What follows belongs to an exercise in optimizing a design on an open flow for small area, a short achievable clock period and few clock cycles per item; a production flow would make more cautious choices. RTL that was checked went through simulation tests only; none was proved equivalent to the original. Power and IR drop assume default switching activity.

==> flow/design.v (excerpt) <==
module saes_core (
    input  wire        clk,
    input  wire        rst,
    input  wire        cmd_valid,
    output wire        cmd_ready,
    input  wire [23:0] cmd,
    output wire        rsp_valid,
    input  wire        rsp_ready,
    output wire        rsp_err,
    output wire [15:0] rsp_data
);
    localparam [7:0] OP_RDST  = 8'h01, OP_RST   = 8'h02, OP_GFM   = 8'h10,
                     OP_SBX   = 8'h20, OP_ISBX  = 8'h21, OP_SBB   = 8'h22,
                     OP_ISBB  = 8'h23, OP_LDS   = 8'h30, OP_RDS   = 8'h31,
                     OP_RDN   = 8'h32, OP_WRN   = 8'h33, OP_RDM   = 8'h34,
                     OP_WRM   = 8'h35, OP_RTN   = 8'h36, OP_LDK   = 8'h40,
                     OP_RDK   = 8'h41, OP_KEXP  = 8'h42, OP_RDW   = 8'h43,
                     OP_RDRK  = 8'h44, OP_ARK   = 8'h50, OP_ARKI  = 8'h51,
                     OP_SUBN  = 8'h52, OP_ISUBN = 8'h53, OP_MIXC  = 8'h54,
                     OP_IMIXC = 8'h55, OP_SHRW  = 8'h56, OP_ENC   = 8'h58,
                     OP_DEC   = 8'h59, OP_TRC   = 8'h60, OP_RDTI  = 8'h61,
                     OP_RDTS  = 8'h62, OP_RDTK  = 8'h63, OP_RDTW  = 8'h64;
    localparam [2:0] E_ILLEGAL = 3'd1, E_INDEX = 3'd2, E_NOKEY = 3'd3, E_NOTRACE = 3'd4;
    localparam [15:0] SB0 = 16'hC8B9, SB1 = 16'hEB0C, SB2 = 16'hF192, SB3 = 16'h705D;
    localparam [15:0] IB0 = 16'h48BE, IB1 = 16'h8DA9, IB2 = 16'hF1A2, IB3 = 16'hD0CD;
    function [3:0] sbox;
        input [3:0] n;
        sbox = {SB3[n], SB2[n], SB1[n], SB0[n]};
    endfunction
    function [3:0] isbox;
        input [3:0] n;
        isbox = {IB3[n], IB2[n], IB1[n], IB0[n]};
    endfunction
    function [3:0] xt;
        input [3:0] a;
        xt = {a[2:0], 1'b0} ^ (a[3] ? 4'h3 : 4'h0);
    endfunction
    function [3:0] gfmul;
        input [3:0] a;
        input [3:0] b;
  ...
For scale: ~2200 cells after synthesis, ~120 flip-flops, about 47 I/O pins.
Settings: LEC_CHECK=0, ABC_AREA=1, CAP_MARGIN=20, CORE_MARGIN=2, CORE_UTILIZATION=45, SETUP_SLACK_MARGIN=3, SLEW_MARGIN=20; clock period 10.0 ns.
standard.sh (not shown) runs the stock make flow with config.mk's settings and CLKGATE_MAP_FILE= SYNTH_SCRIPT=/design/flow/synth_recipe.tcl, a recipe that flattens the netlist after the stock synthesis.
==> flow/flow/run.sh <==
#!/bin/bash
# Layout flow: the standard layout (standard.sh), with these changes:
#  - synthesis: Yosys's adder extraction is skipped (ADDER_MAP_FILE empty), so the
#    XOR-heavy cipher logic is mapped by ABC instead of being frozen into half-adder
#    cells, and ABC maps with flow/abc.script (deep AIG resynthesis until 20 rounds bring no gain, then mapping to a 3 ns delay target)
#    in place of ORFS's abc_area.script;
#  - placement: every input and output port still gets its own buffer, but a buf_4
#    rather than the default choice (a slow delay cell).
# Everything else, including register names and cell types, is the standard flow's.
set -euo pipefail
export FLOW_WORK="$PWD"
export FLOW_ABC_SCRIPT="$PWD/flow/abc.script"
bash standard.sh ADDER_MAP_FILE= SYNTH_SCRIPT="$PWD/flow/synth.tcl" \
  BUFFER_PORTS_ARGS="-buffer_cell sky130_fd_sc_hd__buf_4" finish > standard_flow.log 2>&1
==> flow/flow/abc.script <==
strash
&get -n
&deepsyn -J 20 -T 600
&put
dch -f
map -D 3000
topo
stime -c
buffer -c
upsize -c
dnsize -c
==> flow/flow/synth.tcl <==
# The standard flow's synthesis script (synth_recipe.tcl), with ABC's -script replaced by this flow's.
proc abc {args} {
  set i [lsearch -exact $args -script]
  if { $i >= 0 } { lset args [expr { $i + 1 }] $::env(FLOW_ABC_SCRIPT) }
  yosys abc {*}$args
}
source $::env(FLOW_WORK)/synth_recipe.tcl
Testbench counts at the start, summed over its fixed seeds: cycles 80,887, cmds 75,981.
Edit:
--- a/flow/flow/run.sh
+++ b/flow/flow/run.sh
@@ -4,3 +4,3 @@
 #    XOR-heavy cipher logic is mapped by ABC instead of being frozen into half-adder
-#    cells, and ABC maps with flow/abc.script (deep AIG resynthesis until 20 rounds bring no gain, then mapping to a 3 ns delay target)
+#    cells, and ABC maps with flow/abc.script (deep AIG resynthesis, then area mapping)
 #    in place of ORFS's abc_area.script;
==> flow/flow/abc.script (replaced) <==
strash
&get -n
&deepsyn -T 30
&put
dch -f
map -a
topo
stime -c
buffer -c
upsize -c
dnsize -c
Outcome: The changed run ran to the end with no violations; worst hold slack is worse by 0.019 ns; critical path depth grows by 4; cell area grows slightly; wire length shrinks slightly.
Edit:
--- a/flow/flow/run.sh
+++ b/flow/flow/run.sh
@@ -4,3 +4,3 @@
 #    XOR-heavy cipher logic is mapped by ABC instead of being frozen into half-adder
-#    cells, and ABC maps with flow/abc.script (deep AIG resynthesis, then area mapping)
+#    cells, and ABC maps with flow/abc.script (deep AIG resynthesis until 20 rounds bring no gain, then area mapping)
 #    in place of ORFS's abc_area.script;
==> flow/flow/abc.script (replaced) <==
strash
&get -n
&deepsyn -J 20 -T 600
&put
dch -f
map -a
topo
stime -c
buffer -c
upsize -c
dnsize -c
What happened:
- The new run produced a clean layout
- die area is unchanged
- routed wire length stays the same
- final area stays the same
- count of clock-buffer cells in the layout stays the same
- combinational power barely changes
- via count does not change
- sequential cell count is unchanged

---

the baseline:
Another version of the RTL of saes_core (not shown whole).
For scale: ~120 flip-flops, about 47 I/O pins, roughly 14,000 um^2 of cells after synthesis.
==> flow/config.mk <==
export PLATFORM = sky130hd
export DESIGN_NAME = saes_core
export DESIGN_NICKNAME = saes_core
export VERILOG_FILES = /design/flow/design.v
export SDC_FILE = /design/flow/constraint.sdc
export NUM_CORES = 4
export LEC_CHECK = 0
export ABC_AREA = 1
export CAP_MARGIN = 10
export CORE_MARGIN = 2
export CORE_UTILIZATION = 50
export SETUP_SLACK_MARGIN = 3
export SLEW_MARGIN = 10
==> flow/constraint.sdc <==
create_clock -name core_clock -period 10.0 [get_ports {clk}]
set_input_delay 2.0000 -clock core_clock [delete_from_list [all_inputs] [get_ports {clk}]]
set_output_delay 2.0000 -clock core_clock [all_outputs]
set_load 0.01 [all_outputs]
==> flow/flow/run.sh <==
#!/bin/bash
# Layout flow: the standard layout (standard.sh), with these changes:
#  - synthesis: Yosys's adder extraction is skipped (ADDER_MAP_FILE empty), so the
#    XOR-heavy cipher logic is mapped by ABC instead of being frozen into half-adder
#    cells, and ABC maps with flow/abc.script (deep AIG resynthesis until 20 rounds bring no gain, then area mapping)
#    in place of ORFS's abc_area.script;
#  - placement: every input and output port still gets its own buffer, but a buf_4
#    rather than the default choice (a slow delay cell).
# Everything else, including register names and cell types, is the standard flow's.
set -euo pipefail
export FLOW_WORK="$PWD"
export FLOW_ABC_SCRIPT="$PWD/flow/abc.script"
bash standard.sh ADDER_MAP_FILE= SYNTH_SCRIPT="$PWD/flow/synth.tcl" \
  BUFFER_PORTS_ARGS="-buffer_cell sky130_fd_sc_hd__buf_4" finish > standard_flow.log 2>&1
==> flow/flow/abc.script <==
strash
&get -n
&deepsyn -J 20 -T 600
&put
dch -f
map -a
topo
stime -c
buffer -c
upsize -c
dnsize -c
Scripts as last shown in full above: flow/flow/synth.tcl
Testbench counts of the baseline, summed over its fixed seeds: cycles 80,887, cmds 75,981.
What the candidate does differently from the baseline at the input level:
# the baseline
export LEC_CHECK = 0
export ABC_AREA = 1
export CAP_MARGIN = 10
export CORE_MARGIN = 2
export CORE_UTILIZATION = 50
export SETUP_SLACK_MARGIN = 3
export SLEW_MARGIN = 10
create_clock -name core_clock -period 10.0 [get_ports {clk}]
# the candidate
export LEC_CHECK = 0
export ABC_AREA = 1
export CAP_MARGIN = 20
export CORE_MARGIN = 2
export CORE_UTILIZATION = 40
export SETUP_SLACK_MARGIN = 2.7
export SLEW_MARGIN = 20
create_clock -name core_clock -period 10.0 [get_ports {clk}]
[summary]
- Looking at die outline width across the candidate and the baseline, the one that comes out lower is the baseline.
- The baseline ended up with rsp_data[15] as its timing endpoint of the critical path; the candidate ended up with rsp_data[6].
- Going from the baseline to the candidate, wire length grows by 5.3 mm.
- Diff the baseline -> the candidate: antenna diode count has decreased, number of sequential storage elements roughly the same, placed cell area higher, post-route fraction of the period consumed by the critical path higher.
- Clock group share of total power (lower): the baseline
- Between the candidate and the baseline, it is the candidate whose met3 layer usage reported by global route is lower, by 10 points.
- The lower worst relative slew slack of the candidate and the baseline is in the baseline.
- The higher sequential fraction of design power of the candidate and the baseline is in the baseline.

---

Another version of the RTL of saes_core (not shown whole).
Size: ~3,700 cells after synthesis, ~89 flip-flops, about 47 I/O pins, roughly 20,000 µm² of cells after synthesis.
export LEC_CHECK = 0
export ABC_AREA = 1
export CAP_MARGIN = 20
export CORE_MARGIN = 2
export CORE_UTILIZATION = 40
export SLEW_MARGIN = 20
create_clock -name core_clock -period 10.0 [get_ports {clk}]
==> flow/flow/run.sh <==
#!/bin/bash
# Layout flow: the standard layout (standard.sh) run whole, with one change:
# Yosys's adder extraction (extract_fa + adder techmap) is skipped, so the XOR-heavy
# cipher logic is mapped by ABC instead of being frozen into half-adder cells.
# Registers, their names and cell types are those of the standard synthesis.
set -euo pipefail
bash standard.sh ADDER_MAP_FILE= finish > standard_flow.log 2>&1
==> next run, changes <==
- SETUP_SLACK_MARGIN: not set -> 3
Non-clock buffer count rose by 409.
Via count is higher by 13%.
Worst setup slack improved by 1.3 ns.
Utilization climbs by 15 points.
Synthesized area is unchanged.
Synthesized cell count does not change.
Die area does not change.
Power grows by 7.2%.
No run of this note included a check of the RTL's function; only the layout flow was run.

---

v39:
RTL: one of the versions met above, not the one the previous note started from.
Size in the first run: about 2,200 cells after synthesis, ~14,000 um2 of cells after synthesis.
==> flow/config.mk <==
export PLATFORM = sky130hd
export DESIGN_NAME = saes_core
export DESIGN_NICKNAME = saes_core
export VERILOG_FILES = /design/flow/design.v
export SDC_FILE = /design/flow/constraint.sdc
export NUM_CORES = 4
export LEC_CHECK = 0
export ABC_AREA = 1
export CAP_MARGIN = 20
export CORE_MARGIN = 2
export CORE_UTILIZATION = 55
export SETUP_SLACK_MARGIN = 3
export SLEW_MARGIN = 20
==> flow/constraint.sdc <==
create_clock -name core_clock -period 10.0 [get_ports {clk}]
set_input_delay 2.0000 -clock core_clock [delete_from_list [all_inputs] [get_ports {clk}]]
set_output_delay 2.0000 -clock core_clock [all_outputs]
set_load 0.01 [all_outputs]
==> flow/flow/run.sh <==
#!/bin/bash
# Layout flow: the standard layout (standard.sh), with these changes:
#  - synthesis: Yosys's adder extraction is skipped (ADDER_MAP_FILE empty), so the
#    XOR-heavy cipher logic is mapped by ABC instead of being frozen into half-adder
#    cells, and ABC maps with flow/abc.script (deep AIG resynthesis until 20 rounds bring no gain, then area mapping)
#    in place of ORFS's abc_area.script;
#  - placement: every input and output port still gets its own buffer, but a buf_4
#    rather than the default choice (a slow delay cell).
# Everything else, including register names and cell types, is the standard flow's.
set -euo pipefail
export FLOW_WORK="$PWD"
export FLOW_ABC_SCRIPT="$PWD/flow/abc.script"
bash standard.sh ADDER_MAP_FILE= SYNTH_SCRIPT="$PWD/flow/synth.tcl" \
  BUFFER_PORTS_ARGS="-buffer_cell sky130_fd_sc_hd__buf_4" finish > standard_flow.log 2>&1
Scripts as last shown in full above: flow/flow/abc.script, flow/flow/synth.tcl
v39 | status: complete | timing, DRC, antenna: pass
Testbench counts of v39, summed over its fixed seeds: cycles 80,887, cmds 75,981.
Input-level comparison between v55 and v39:
Settings: CORE_UTILIZATION changed from 55 to 40.
Findings:
Relative to v39, number of placement rows has increased by about 17% in v55.
v55 vs v39, count of vias placed by the detailed router went down by 698.
The higher worst hold slack of v39 and v55 is in v39.
NOTE area used by multi-input combinational logic v39->v55 increased slightly
Re area added between synthesis and finish: v39 and v55 aren't equal, and the lower value belongs to v39.
The inputs of v7 differ from those of v55 as listed below.
Settings: SETUP_SLACK_MARGIN now 3.3, was 3; CORE_UTILIZATION now 45, was 40.
### Flow results
- Delta (v7 minus v55): die outline area lost 11%; number of clock buffers in the layout lower; relative area change from synthesis to final layout +8.5 points.
- Minimum clock period down 260 ps in v7 wrt v55
- Summary: with v55 as the reference, switching power total in v7 moved up by a little under 10%.
- Where via count is concerned, v55 is better than v7.
- Per the comparison of v7 with v55, area of all placed cells without fillers rose about 7%, horizontal extent of the die went down about 5.6%, routed wire length barely changed.
- Max-slew headroom at the worst pin in v7 is 0.98 points above v55.
- The well tap count in v55 is 1.15 times that in v7.
Inputs modified between v7 and v53:
Settings: CORE_UTILIZATION: 45 -> 50; TNS_END_PERCENT: unset -> 20; SETUP_SLACK_MARGIN: 3.3 -> 3.
### Flow results
[compare] base=v7 new=v53: total via count after detailed routing went down about 2.1%; overall power after layout went down 130 uW; final hold slack went down 45 ps; CTS buffer count held; setup slack went down 440 ps.
Re clock tree skew after final layout: v7 was higher than v53.

## separate check: timing with driven ports
How much do the figures lean on ideal ports? The routed layouts below were timed once more, with nothing changed but the port constraints.
Step 1 assumes that a clkbuf_16 drives the clock port and a buf_2 every other input.
Step 2 times the ports against the registers' clock, not the clock port: input delays grow and output delays shrink by t, the midpoint of the rising clock arrivals with the driver on.
a / b / c = ideal / step 1 / step 2; a / b = the first two.
run	t, ns	setup slack, ns	worst hold slack (ns)	worst setup path at the end	pins driven straight from the clock port
the first run of note 1	0.499	2.868 / 2.831 / 2.655	0.459 / 0.459 / 0.459	input to register	1
the second run of note 1	0.500	2.955 / 2.920 / 2.920	0.440 / 0.440 / 0.440	input to output	1
the third run of note 1	0.500	2.955 / 2.920 / 2.920	0.440 / 0.440 / 0.440	input to output	1
the baseline	0.502	2.938 / 2.905 / 2.905	0.414 / 0.414 / 0.414	input to output	1
the candidate	0.513	2.616 / 2.592 / 2.592	0.435 / 0.435 / 0.435	input to output	1
the first run of note 3	0.431	0.627 / 0.574 / 0.733	0.453 / 0.453 / 0.453	input to output	1
the second run of note 3	0.434	1.967 / 1.912 / 2.346	0.446 / 0.446 / 0.446	register to output	1
v39	0.501	2.941 / 2.905 / 2.905	0.450 / 0.450 / 0.450	input to output	1
v55	0.511	2.973 / 2.923 / 2.824	0.434 / 0.434 / 0.434	input to register	1
v7	0.504	3.234 / 3.147 / 3.147	0.462 / 0.462 / 0.462	input to output	1
v53	0.502	2.789 / 2.757 / 2.757	0.416 / 0.416 / 0.416	input to output	1
After both steps every run listed still meets setup and hold. For the first run of note 1, which loses most, drivers alone change the setup slack by -0.037 ns; drivers and shift together by -0.213 ns.
